This is an optimization exercise on Yosys and OpenROAD, whose aim is small area, a short achievable clock period and few clock cycles, not a production implementation. Where RTL was checked, it was by simulation tests only, not by an equivalence proof against the original. Power figures rest on the tool's default switching activity, not on a simulated workload.

## godmr_core
module godmr_core (
    input  wire        clk,
    input  wire        rst,           
    input  wire        req_valid,
    input  wire        req_write,
    input  wire [1:0]  req_size,      
    input  wire [11:0] req_addr,
    input  wire [31:0] req_wdata,
    output reg         resp_valid,
    output reg         resp_err,
    output reg  [31:0] resp_rdata,
    output wire [15:0] qr_code,       
    input  wire        qr_ok          
);
    reg [2:0]   status_err;
    reg [8:0]   crc9;
    reg [15:0]  crc16;
    reg [31:0]  crc32;
    reg [15:0]  sync_hi;
    reg [31:0]  sync_lo;
    reg [15:0]  emb_code;
    reg [7:0]   emb_len;
    reg [3:0]   emb_cc;
    reg [1:0]   emb_lcss;
    reg         emb_valid;
    reg [15:0]  wlen;
    reg [7:0]   b0 [0:52];
    reg [7:0]   b1 [0:52];
    reg [16:0]  wp;      
    reg [16:0]  fp;      
    function integer region;
        input integer k;
        begin
            if (k < 4)       region = 0;
            else if (k < 5)  region = 1;
            else if (k < 8)  region = 2;
            else if (k < 11) region = 3;
            else if (k < 12) region = 4;
            else if (k < 15) region = 5;
            else if (k < 16) region = 6;
            else if (k < 20) region = 7;
  ...
clock: 5.0 ns
lec_check: 0
cap_margin: 20
core_margin: 2
core_utilization: 46
place_density: 0.65
setup_slack_margin: 2.45
slew_margin: 20
run.sh (not shown) runs the stock make flow with config.mk's settings and CLKGATE_MAP_FILE= SYNTH_SCRIPT=/design/flow/synth_recipe.tcl, a recipe that flattens the netlist after the stock synthesis.
The starting point went through all stages and came out clean.
Testbench counts at the start, summed over its fixed seeds: cycles 27,148.
Change:
- CORE_UTILIZATION: 46 -> 40
- GPL_ROUTABILITY_DRIVEN: not set -> 0
- PLACE_DENSITY: 0.65 -> 0.6
Setup slack improves by 170 ps.
First-iteration DRC count falls by a little under a tenth.
Routed wire length increases by a few percent.
Worst hold slack got worse by 32 ps.
Count of clock-buffer cells in the layout does not change.
Combinational power went up slightly.
Via count is about the same.
Synthesized cell count stays the same.
Die area climbs by about a fifth.
Clock power went up by a few percent.
Sequential share of layout area is about the same.
Change:
- GPL_ROUTABILITY_DRIVEN: 0 -> not set
Effect: Die area is unchanged. Design area shrinks by 0.82%. Critical path depth is unchanged. Clock-buffer cell count grows by 6. Maximum frequency grows by 1.8%.
Change:
- SETUP_SLACK_MARGIN: 2.45 -> 2.0
Setup slack got worse by 430 ps.
Final cell count falls by 1.2%.
Clock skew rises by 6.4 ps.
Die area stays the same.
Flip-flop and latch count stays the same.
Change:
- SETUP_SLACK_MARGIN: 2.0 -> 2.4
The new run finished clean.
First-iteration DRC count came out lower by 0.47%.
Non-clock buffer count came out higher by 53.
Die area is unchanged.
Clock skew came out higher by 8.5 ps.

godmr_core, a different RTL version from the one above (not shown whole).
For scale: about 1,200 flip-flops, ~100 I/O pins.
Settings: LEC_CHECK=0, CAP_MARGIN=5, CORE_MARGIN=2, CORE_UTILIZATION=40, PLACE_DENSITY=0.6, SETUP_SLACK_MARGIN=2.6, SLEW_MARGIN=5; clock period 5.0 ns.
The starting point passed the timing, design-rule and antenna checks.
Rerun with:
CAP_MARGIN = 20   (was 5)
SLEW_MARGIN = 20   (was 5)
What happened: Via count is lower by 1.2%; sequential cell count does not change; setup slack loses 0.025 ns; non-clock buffer count falls by 20; design area goes down by 0.95%; die area is unchanged.
No functional check of the RTL was part of any run of this note.

== build 95 ==
godmr_core with an RTL version that a note above also has.
Size in the first run: roughly 3300 cells after synthesis, about 1200 flip-flops, roughly 100 I/O pins.
clock: 5.0 ns
lec_check: 0
cap_margin: 20
core_margin: 2
core_utilization: 40
place_density: 0.6
setup_slack_margin: 2.3
slew_margin: 20
Testbench counts of build 95, summed over its fixed seeds: cycles 27,148.
diff inputs: build 95 => build 37
Settings: setting CTS_CLUSTER_DIAMETER to 45 for the first time; changing SETUP_SLACK_MARGIN from 2.3 to 2.45; setting CTS_CLUSTER_SIZE to 40 for the first time.
[summary]
- Build 37 | status: complete | timing, DRC, antenna: pass
- Compare build 37 and build 95 | final non-filler cell total higher: build 37
- Between build 37 and build 95, it is build 37 whose count of cell instances traversed by the critical path is lower, by 1.
- The aggregate global-route resource usage of build 37 exceeds that of build 95 by 0.26 points.
- Wire length the detailed router placed on met1 of build 37 exceeds that of build 95 by a few percent.
- From build 95 to build 37 the numbers moved as follows: remaining max-slew budget at the tightest pin went down 1.6 points; share of the clock period used by the worst path after layout went down 2.7 points; layout clock buffer count went down 12%; area growth from synthesis to final layout went up 2.2 points; sequential share of layout area went down 1.0 points.
- The run showing the smaller vias after detailed routing is build 95.
Setup changes, build 37 to build 39
Settings: a deleted CTS_CLUSTER_DIAMETER that had been 45; a deleted CTS_CLUSTER_SIZE that had been 40; a change of PLACE_DENSITY from 0.6 to 0.7.
--- outcome ---
- Build 39 completed end to end with timing, DRC and antenna clean.
- Relative to build 37, share of cell area taken by multi-input logic gates has increased by 0.41 points in build 39.
- When the final numbers for build 39 and build 37 were put side by side, the average vias per placed instance turned out to be greater in build 39.
- Compared with build 37, build 39 shows maximum operating frequency lower by 2.9%.
- On post-layout total power, build 37 loses to build 39.
- Changes observed in build 39 relative to build 37: design area down 1.6%, placeable core area neither gained nor lost much, final cycle utilization of the critical path climbed 1.5 points.
#### Input delta (build 48 over build 39)
Settings: PLACE_DENSITY changed from 0.7 to 0.6; SETUP_SLACK_MARGIN changed from 2.45 to 2.52.
## What came out
Relative to build 39, build 48 improves minimum clock period after layout. Compare build 48 and build 39 | power attributed to combinational cells higher: build 48. Relative contribution of combinational cells to total power: build 48 vs build 39 — no meaningful difference.

Starting RTL as in the previous note.
==> flow/config.mk <==
export PLATFORM = sky130hd
export DESIGN_NAME = godmr_core
export DESIGN_NICKNAME = godmr_core
export VERILOG_FILES = /design/flow/design.v
export SDC_FILE = /design/flow/constraint.sdc
export NUM_CORES = 4
export LEC_CHECK = 0
export CAP_MARGIN = 20
export CORE_MARGIN = 2
export CORE_UTILIZATION = 40
export CTS_BUF_LIST = sky130_fd_sc_hd__clkbuf_8 sky130_fd_sc_hd__clkbuf_4
export PLACE_DENSITY = 0.6
export SETUP_SLACK_MARGIN = 2.45
export SLEW_MARGIN = 20
==> flow/constraint.sdc <==
create_clock -name core_clock -period 5.0 [get_ports {clk}]
set_input_delay 1.0000 -clock core_clock [delete_from_list [all_inputs] [get_ports {clk}]]
set_output_delay 1.0000 -clock core_clock [all_outputs]
set_load 0.01 [all_outputs]
Testbench counts at the start, summed over its fixed seeds: cycles 27,148.
Then changed:
Settings changed: CTS_BUF_LIST sky130_fd_sc_hd__clkbuf_8 sky130_fd_sc_hd__clkbuf_4 to unset, CTS_CLUSTER_DIAMETER set to 60, CTS_CLUSTER_SIZE set to 35.
Worst setup slack improves by 61 ps.
Critical path depth rises by 8.
Die area is unchanged.
Final area went down by 2.0%.
Worst hold slack improved by 13 ps.
Then changed:
Settings changed: CTS_CLUSTER_DIAMETER 60 to unset, CTS_CLUSTER_SIZE 35 to unset, TNS_END_PERCENT set to 30.
Wire length is lower by about 1.4%.
Non-clock buffer count went down by 26.
Die area does not change.
Synthesized cell count stays the same.
Then changed:
Settings changed: SETUP_SLACK_MARGIN 2.45 to 2.6, TNS_END_PERCENT 30 to unset.
=>
- The new run completed with no timing, DRC or antenna violations
- total power goes down by 1.2%
- routed wire length goes up by 4.0%
- final area goes up by 3.5%
- die area does not change
- final cell count goes up by 1.5%
- first-iteration DRC count goes down by 1.7%
- area after synthesis stays the same
Then changed:
Settings changed: CTS_CLUSTER_DIAMETER set to 60, CTS_CLUSTER_SIZE set to 30, SETUP_SLACK_MARGIN 2.6 to 2.45.
=> Design area shrinks by 4.1%. Combinational power shrinks by 7.7%. Worst setup slack degrades by 58 ps. Die area is unchanged. First-iteration DRC count shrinks by 5.8%. Total power shrinks by 5.6%. Via count shrinks by 1.8%. Clock skew grows by 11 ps. Hold slack improves by 3.9 ps.

-- re-timing with driven ports --
How much do the figures lean on ideal ports? The routed layouts below were timed once more, with nothing changed but the port constraints.
Step 1 assumes that a clkbuf_16 drives the clock port and a buf_2 every other input.
Step 2 adds t to the input delays and takes it off the output delays; t is the mean of the earliest and latest rising clock arrival at the registers after step 1. Input paths then give back, and output paths get back, about the clock's delay inside the block.
a / b / c = no drivers / after step 1 / after step 2; a / b = the first two.
run | t, ns | setup slack, ns | worst setup path at the end | latest minus earliest clock arrival (ns) | worst data-port slew with drivers (ns)
the first run of note 1 | 0.754 | 2.217 / 2.241 / 1.487 | input to register | 0.052 / 0.052 | 0.07
the second run of note 1 | 0.770 | 2.386 / 2.372 / 1.601 | input to register | 0.067 / 0.067 | 0.12
the third run of note 1 | 0.768 | 2.432 / 2.427 / 1.724 | input to register | 0.063 / 0.062 | 0.07
the fourth run of note 1 | 0.750 | 2.005 / 1.985 / 1.299 | input to register | 0.067 / 0.067 | 0.10
the fifth run of note 1 | 0.754 | 2.343 / 2.349 / 1.620 | input to register | 0.077 / 0.077 | 0.09
the first run of note 2 | 0.782 | 2.167 / 2.196 / 1.415 | input to register | 0.047 / 0.047 | 0.09
the second run of note 2 | 0.775 | 2.142 / 2.168 / 1.393 | input to register | 0.046 / 0.046 | 0.08
build 95 | 0.758 | 2.309 / 2.262 / 1.586 | input to register | 0.071 / 0.071 | 0.06
build 37 | 0.774 | 2.442 / 2.428 / 1.704 | input to register | 0.029 / 0.029 | 0.08
build 39 | 0.756 | 2.365 / 2.377 / 1.621 | input to register | 0.037 / 0.037 | 0.06
build 48 | 0.774 | 2.396 / 2.420 / 1.646 | input to register | 0.032 / 0.033 | 0.09
the first run of note 4 | 0.934 | 2.335 / 2.270 / 1.555 | input to register | 0.059 / 0.058 | 0.06
the second run of note 4 | 0.754 | 2.396 / 2.426 / 1.676 | input to register | 0.052 / 0.052 | 0.07
the third run of note 4 | 0.772 | 2.266 / 2.217 / 1.542 | input to register | 0.043 / 0.043 | 0.11
the fourth run of note 4 | 0.780 | 2.363 / 2.394 / 1.614 | input to register | 0.033 / 0.033 | 0.09
the fifth run of note 4 | 0.750 | 2.305 / 2.339 / 1.590 | input to register | 0.045 / 0.045 | 0.07
After both steps setup and hold are still met in every run listed. For the second run of note 1, which loses most, drivers alone change the setup slack by -0.014 ns; drivers and shift together by -0.785 ns.
